This design comes from an exercise in tuning for small area, a short achievable clock period and few clock cycles on the open sky130 flow, not from production work. Where RTL was checked, it was by simulation tests only, not by an equivalence proof against the original. Power figures rest on the tool's default switching activity, not on a simulated workload.

==> flow/design.v <==
module nrf_host_link (
    input  wire        clk,
    input  wire        rst,
    input  wire        in_valid,
    input  wire [7:0]  in_data,
    input  wire        in_last,
    output reg         in_ready,
    output reg         pay_valid,
    output wire [7:0]  pay_data,
    output wire        pay_last,
    input  wire        pay_ready,
    output reg         cmd_done,
    output reg  [6:0]  cfg_channel,
    output reg  [1:0]  cfg_speed,
    output reg  [39:0] cfg_tx,
    output reg  [39:0] cfg_rx,
    output reg  [3:0]  cfg_opt,       
    input  wire        rx_valid,
    input  wire [7:0]  rx_data,
    input  wire        rx_last,
    output reg         rx_ready,
    output reg         out_valid,
    output reg  [7:0]  out_data,
    output reg         out_last,
    input  wire        out_ready
);
    localparam CAPACITY  = 32;
    localparam CMD_IDENT = 8'h21;
    localparam CR        = 8'h0D;
    localparam LF        = 8'h0A;
    localparam [6:0]  DEFAULT_CHANNEL = 7'h4C;
    localparam [1:0]  DEFAULT_SPEED   = 2'd1;
    localparam [39:0] DEFAULT_TX      = 40'hE7E7E7E7E7;
    localparam [39:0] DEFAULT_RX      = 40'hC2C2C2C2C2;
    localparam [3:0]  DEFAULT_OPTIONS = 4'b1101;    
    function [3:0] hexval;
        input [7:0] c;
        begin
            hexval = 4'd0;
            if (c[7:4] == 4'h3) begin
                if (!c[3] || c[2:1] == 2'b00) hexval = c[3:0];
            end else if (c[7:4] == 4'h4 || c[7:4] == 4'h6) begin
                case (c[3:0])
                    4'h1: hexval = 4'hA;
                    4'h2: hexval = 4'hB;
                    4'h3: hexval = 4'hC;
                    4'h4: hexval = 4'hD;
                    4'h5: hexval = 4'hE;
                    4'h6: hexval = 4'hF;
                    default: hexval = 4'd0;
                endcase
            end
        end
    endfunction
    function is_le;
        input [7:0] c;
        is_le = (c == CR) || (c == LF);
    endfunction
    function is_pass;
        input [7:0] c;
        is_pass = (c >= 8'h20 && c <= 8'h7E) || is_le(c);
    endfunction
    function [7:0] hexch;
        input [3:0] n;
        case (n)
            4'hA: hexch = 8'h41;
            4'hB: hexch = 8'h42;
            4'hC: hexch = 8'h43;
            4'hD: hexch = 8'h44;
            4'hE: hexch = 8'h45;
            4'hF: hexch = 8'h46;
            default: hexch = {4'h3, n};
        endcase
    endfunction
    reg        iv;               
    reg  [7:0] id;
    reg        il, ile, i21;
    reg  [3:0] ihv;
    reg [7:0] qd0, qd1, qd2;
    reg       ql0, ql1, ql2;
    reg       v0, v1, v2;
    reg       topen;             
    assign pay_data = qd0;
    assign pay_last = ql0;
    wire in_fire = in_valid && in_ready;
    wire proc    = iv && !v2;    
    wire iv_n    = in_fire || (iv && v2);
    always @(posedge clk) begin
        if (in_fire) begin
            id  <= in_data;
            il  <= in_last;
            ile <= is_le(in_data);
            i21 <= (in_data == CMD_IDENT);
            ihv <= hexval(in_data);
        end
        if (rst) iv <= 1'b0;
        else     iv <= iv_n;
    end
    reg       first;             
    reg       cmd;               
    reg       lo;                
    reg [5:0] cnt;               
    reg       v_c, v_s, v_t, v_r, optact;
    wire strip = cfg_opt[0];
    wire hex   = cfg_opt[1];
    wire cmdx  = first ? i21 : cmd;
    wire room  = !cnt[5];
    reg       push, patch, lo_n;
    reg [7:0] pdata;
    always @(*) begin
        push  = 1'b0;
        patch = 1'b0;
        lo_n  = lo;
        pdata = id;
        if (!hex) begin
            push = !(strip && ile);
        end else if (!lo) begin
            if (ile) begin
                push = !strip;
            end else begin
                push  = 1'b1;
                pdata = {ihv, 4'd0};
                lo_n  = room;
            end
        end else begin
            lo_n = 1'b0;
            if (ile) push  = !strip;
            else     patch = 1'b1;
        end
        push = push && room;
    end
    wire d_fire  = proc && !cmdx;
    wire d_push  = d_fire && push;
    wire d_patch = d_fire && patch;
    wire d_close = d_fire && il;
    wire pop = pay_valid && pay_ready;
    wire a_w0 = d_push && !v0;
    wire a_w1 = d_push && v0 && !v1;
    wire a_w2 = d_push && v1;
    wire a_t0 = v0 && !v1;       
    wire a_t1 = v1 && !v2;
    wire a_t2 = v2;
    wire b_w0 = d_push && !v1;
    wire b_w1 = d_push && v1;
    wire b_t0 = v1 && !v2;
    wire b_t1 = v2;
    wire close_tail = d_close && !d_push && topen;
    reg [7:0] a_d0, a_d1, a_d2, b_d0, b_d1;
    reg       a_l0, a_l1, a_l2, b_l0, b_l1;
    always @(*) begin
        a_d0 = a_w0 ? pdata : qd0;
        a_d1 = a_w1 ? pdata : qd1;
        a_d2 = a_w2 ? pdata : qd2;
        a_l0 = a_w0 ? il : (ql0 || (close_tail && a_t0));
        a_l1 = a_w1 ? il : (ql1 || (close_tail && a_t1));
        a_l2 = a_w2 ? il : (ql2 || (close_tail && a_t2));
        if (d_patch && a_t0) a_d0[3:0] = ihv;
        if (d_patch && a_t1) a_d1[3:0] = ihv;
        if (d_patch && a_t2) a_d2[3:0] = ihv;
        b_d0 = b_w0 ? pdata : qd1;
        b_d1 = b_w1 ? pdata : qd2;
        b_l0 = b_w0 ? il : (ql1 || (close_tail && b_t0));
        b_l1 = b_w1 ? il : (ql2 || (close_tail && b_t1));
        if (d_patch && b_t0) b_d0[3:0] = ihv;
        if (d_patch && b_t1) b_d1[3:0] = ihv;
    end
    wire topen_n = d_push ? !il : (topen && !d_close);
    wire a_v0 = v0 || d_push;
    wire a_v1 = v1 || (d_push && v0);
    wire a_v2 = v2 || (d_push && v1);
    wire b_v0 = v1 || d_push;
    wire b_v1 = v2 || (d_push && v1);
    wire a_pv = a_v0 && (a_v1 || !topen_n);
    wire b_pv = b_v0 && (b_v1 || !topen_n);
    wire a_ir = !iv_n || !a_v2;
    always @(posedge clk) begin
        qd0 <= pop ? b_d0 : a_d0;
        qd1 <= pop ? b_d1 : a_d1;
        qd2 <= a_d2;
        ql0 <= pop ? b_l0 : a_l0;
        ql1 <= pop ? b_l1 : a_l1;
        ql2 <= a_l2;
        if (rst) begin
            v0        <= 1'b0;
            v1        <= 1'b0;
            v2        <= 1'b0;
            topen     <= 1'b0;
            pay_valid <= 1'b0;
            in_ready  <= 1'b1;
        end else begin
            v0        <= pop ? b_v0 : a_v0;
            v1        <= pop ? b_v1 : a_v1;
            v2        <= pop ? 1'b0 : a_v2;
            topen     <= topen_n;
            pay_valid <= pop ? b_pv : a_pv;
            in_ready  <= pop ? 1'b1 : a_ir;
        end
    end
    wire c_fire = proc && cmd;           
    wire c_verb = c_fire && (cnt == 6'd1);
    wire c_arg  = c_fire && room;
    integer k;
    always @(posedge clk) begin
        if (rst) begin
            first       <= 1'b1;
            cmd         <= 1'b0;
            lo          <= 1'b0;
            cnt         <= 6'd0;
            cmd_done    <= 1'b0;
            v_c <= 1'b0; v_s <= 1'b0; v_t <= 1'b0; v_r <= 1'b0;
            optact      <= 1'b0;
            cfg_channel <= DEFAULT_CHANNEL;
            cfg_speed   <= DEFAULT_SPEED;
            cfg_tx      <= DEFAULT_TX;
            cfg_rx      <= DEFAULT_RX;
            cfg_opt     <= DEFAULT_OPTIONS;
        end else begin
            cmd_done <= proc && il && cmdx;
            if (proc) begin
                first <= il;
                cmd   <= cmdx && !il;
                if (il) begin
                    cnt <= 6'd0;
                    lo  <= 1'b0;
                end else begin
                    if (cmdx ? room : push)
                        cnt <= cnt + 6'd1;
                    if (!cmdx)
                        lo <= lo_n;
                end
            end
            if (c_verb) begin
                v_c    <= (id == 8'h63);
                v_s    <= (id == 8'h73);
                v_t    <= (id == 8'h74);
                v_r    <= (id == 8'h72);
                optact <= (id == 8'h6F);
                if (id == 8'h63) cfg_channel <= 7'd0;
                if (id == 8'h73) cfg_speed   <= 2'd0;
                if (id == 8'h74) cfg_tx      <= 40'd0;
                if (id == 8'h72) cfg_rx      <= 40'd0;
            end
            if (c_arg) begin
                if (v_c && cnt == 6'd2) cfg_channel[6:4] <= ihv[2:0];
                if (v_c && cnt == 6'd3) cfg_channel[3:0] <= ihv;
                if (v_s && cnt == 6'd2 && ihv != 4'd0) cfg_speed <= 2'd2;
                if (v_s && cnt == 6'd3 && !cfg_speed[1])
                    cfg_speed <= (ihv[3:1] != 3'd0) ? 2'd2 : ihv[1:0];
                for (k = 0; k < 5; k = k + 1) begin
                    if (cnt == 2 + 2 * k) begin
                        if (v_t) cfg_tx[8*k+4 +: 4] <= ihv;
                        if (v_r) cfg_rx[8*k+4 +: 4] <= ihv;
                    end
                    if (cnt == 3 + 2 * k) begin
                        if (v_t) cfg_tx[8*k +: 4] <= ihv;
                        if (v_r) cfg_rx[8*k +: 4] <= ihv;
                    end
                end
                if (optact && cnt >= 6'd2) begin
                    case (id)
                        8'h6C: cfg_opt[0] <= 1'b0;
                        8'h4C: cfg_opt[0] <= 1'b1;
                        8'h78: cfg_opt[1] <= 1'b0;
                        8'h58: cfg_opt[1] <= 1'b1;
                        8'h61: cfg_opt[2] <= 1'b0;
                        8'h41: cfg_opt[2] <= 1'b1;
                        8'h64: cfg_opt[3] <= 1'b0;
                        8'h44: cfg_opt[3] <= 1'b1;
                        default: optact <= 1'b0;
                    endcase
                end
            end
        end
    end
    localparam W_EMPTY = 3'd0;
    localparam W_START = 3'd1;    
    localparam W_HI    = 3'd2;    
    localparam W_LO    = 3'd3;    
    localparam W_LF    = 3'd4;    
    reg       rv, rl, rpass;
    reg [7:0] rb;
    reg [2:0] ws;
    reg [7:0] wb;
    reg       wl, wpass;
    wire       w_src   = (ws != W_EMPTY);
    wire [7:0] sb      = w_src ? wb : rb;
    wire       sl      = w_src ? wl : rl;
    wire       spass   = w_src ? wpass : rpass;
    wire [2:0] ss      = w_src ? ws : (rv ? W_START : W_EMPTY);
    reg        g_v, g_l;
    reg  [7:0] g_d;
    reg  [2:0] g_rem;
    always @(*) begin
        g_v   = 1'b1;
        g_l   = 1'b0;
        g_d   = LF;
        g_rem = W_EMPTY;
        case (ss)
            W_START: begin
                g_d   = spass ? sb : 8'h5C;
                g_l   = spass && sl && (sb == LF);
                g_rem = !spass ? W_HI : (sl && sb != LF) ? W_LF : W_EMPTY;
            end
            W_HI: begin
                g_d   = hexch(sb[7:4]);
                g_rem = W_LO;
            end
            W_LO: begin
                g_d   = hexch(sb[3:0]);
                g_rem = sl ? W_LF : W_EMPTY;
            end
            W_LF: begin
                g_l   = 1'b1;
            end
            default: g_v = 1'b0;
        endcase
    end
    wire       rx_fire = rx_valid && rx_ready;
    wire       ofree   = !out_valid || out_ready;
    wire       rv_n    = rx_fire || (rv && w_src);
    always @(posedge clk) begin
        wb    <= sb;
        wl    <= sl;
        wpass <= spass;
        if (rx_fire) begin
            rb    <= rx_data;
            rl    <= rx_last;
            rpass <= is_pass(rx_data);
        end
        if (ofree) begin
            out_data <= g_d;
            out_last <= g_l;
        end
        if (rst) begin
            ws        <= W_EMPTY;
            rv        <= 1'b0;
            out_valid <= 1'b0;
            rx_ready  <= 1'b1;
        end else begin
            ws        <= ofree ? g_rem : ss;
            rv        <= rv_n;
            if (ofree)
                out_valid <= g_v;
            rx_ready  <= !rv_n || (ofree ? (g_rem == W_EMPTY) : (ss == W_EMPTY));
        end
    end
endmodule
==> flow/config.mk <==
export PLATFORM = sky130hd
export DESIGN_NAME = nrf_host_link
export DESIGN_NICKNAME = nrf_host_link
export VERILOG_FILES = /design/flow/design.v
export SDC_FILE = /design/flow/constraint.sdc
export NUM_CORES = 4
export LEC_CHECK = 0
export ABC_CLOCK_PERIOD_IN_PS = 2500
export CAP_MARGIN = 20
export CORE_MARGIN = 2
export CORE_UTILIZATION = 40
export SLEW_MARGIN = 20
==> flow/constraint.sdc <==
create_clock -name core_clock -period 8.0 [get_ports {clk}]
set_input_delay 1.6000 -clock core_clock [delete_from_list [all_inputs] [get_ports {clk}]]
set_output_delay 1.6000 -clock core_clock [all_outputs]
set_load 0.01 [all_outputs]
standard.sh (not shown) runs the stock make flow with config.mk's settings and CLKGATE_MAP_FILE= SYNTH_SCRIPT=/design/flow/synth_recipe.tcl, a recipe that flattens the netlist after the stock synthesis.
==> flow/flow/run.sh <==
#!/bin/bash
set -euo pipefail
export BUFFER_PORTS_ARGS="-buffer_cell sky130_fd_sc_hd__buf_1"
export SETUP_SLACK_MARGIN=5.3
bash standard.sh > standard.log 2>&1
Testbench counts at the start, summed over its fixed seeds: cycles 31,116.
Edit:
--- a/flow/design.v
+++ b/flow/design.v
@@ -195,8 +195,10 @@
             pay_valid <= pop ? b_pv : a_pv;
             in_ready  <= pop ? 1'b1 : a_ir;
         end
     end
+    reg rst_q;
+    always @(posedge clk) rst_q <= rst;
     wire c_fire = proc && cmd;           
     wire c_verb = c_fire && (cnt == 6'd1);
     wire c_arg  = c_fire && room;
     integer k;
@@ -206,15 +208,8 @@
             cmd         <= 1'b0;
             lo          <= 1'b0;
             cnt         <= 6'd0;
             cmd_done    <= 1'b0;
-            v_c <= 1'b0; v_s <= 1'b0; v_t <= 1'b0; v_r <= 1'b0;
-            optact      <= 1'b0;
-            cfg_channel <= DEFAULT_CHANNEL;
-            cfg_speed   <= DEFAULT_SPEED;
-            cfg_tx      <= DEFAULT_TX;
-            cfg_rx      <= DEFAULT_RX;
-            cfg_opt     <= DEFAULT_OPTIONS;
         end else begin
             cmd_done <= proc && il && cmdx;
             if (proc) begin
                 first <= il;
@@ -228,14 +223,33 @@
                     if (!cmdx)
                         lo <= lo_n;
                 end
             end
+        end
+    end
+    always @(posedge clk) begin
+        if (c_verb) begin
+            v_c    <= (id == 8'h63);
+            v_s    <= (id == 8'h73);
+            v_t    <= (id == 8'h74);
+            v_r    <= (id == 8'h72);
+            optact <= (id == 8'h6F);
+        end else if (c_arg && optact && cnt >= 6'd2) begin
+            case (id)
+                8'h6C, 8'h4C, 8'h78, 8'h58, 8'h61, 8'h41, 8'h64, 8'h44: ;
+                default: optact <= 1'b0;
+            endcase
+        end
+    end
+    always @(posedge clk) begin
+        if (rst_q) begin
+            cfg_channel <= DEFAULT_CHANNEL;
+            cfg_speed   <= DEFAULT_SPEED;
+            cfg_tx      <= DEFAULT_TX;
+            cfg_rx      <= DEFAULT_RX;
+            cfg_opt     <= DEFAULT_OPTIONS;
+        end else begin
             if (c_verb) begin
-                v_c    <= (id == 8'h63);
-                v_s    <= (id == 8'h73);
-                v_t    <= (id == 8'h74);
-                v_r    <= (id == 8'h72);
-                optact <= (id == 8'h6F);
                 if (id == 8'h63) cfg_channel <= 7'd0;
                 if (id == 8'h73) cfg_speed   <= 2'd0;
                 if (id == 8'h74) cfg_tx      <= 40'd0;
                 if (id == 8'h72) cfg_rx      <= 40'd0;
@@ -265,9 +279,9 @@
                         8'h61: cfg_opt[2] <= 1'b0;
                         8'h41: cfg_opt[2] <= 1'b1;
                         8'h64: cfg_opt[3] <= 1'b0;
                         8'h44: cfg_opt[3] <= 1'b1;
-                        default: optact <= 1'b0;
+                        default: ;
                     endcase
                 end
             end
         end
The new run finished with timing, DRC and antenna clean.
Final area grows by 0.91%.
Core utilization grows by 0.28 points.
Via count grows by 2.7%.
Count of clock-buffer cells in the layout is unchanged.
Clock skew grows by 8.9 ps.
Clock power grows by 10%.
Critical path depth grows by 5.
Non-clock buffer count shrinks by 8.
Synthesized area grows by 0.94%.
No functional check of the RTL was part of the second run of this note.

port drivers added, routing unchanged:
How much do the figures lean on ideal ports? The routed layouts below were timed once more, with nothing changed but the port constraints.
Step 1, drivers: a clkbuf_16 drives clk and a buf_2 each remaining input, both assumed.
Step 2 times the ports against the registers' clock, not the clock port: input delays grow and output delays shrink by t, the midpoint of the rising clock arrivals with the driver on.
Slacks: no drivers / after step 1 / after step 2; pairs: no drivers / after step 1.
run	t (ns)	setup WS [ns]	hold slack, ns	latest minus earliest clock arrival (ns)	cell pins on the clock port's net
the first run	0.476	5.369 / 5.324 / 4.970	0.454 / 0.454 / 0.454	0.010 / 0.009	1
the second run	0.477	5.380 / 5.350 / 4.925	0.450 / 0.450 / 0.450	0.019 / 0.019	1
After both steps setup and hold are still met in every run listed. For the second run, which loses most, drivers alone change the setup slack by -0.030 ns; drivers and shift together by -0.455 ns.
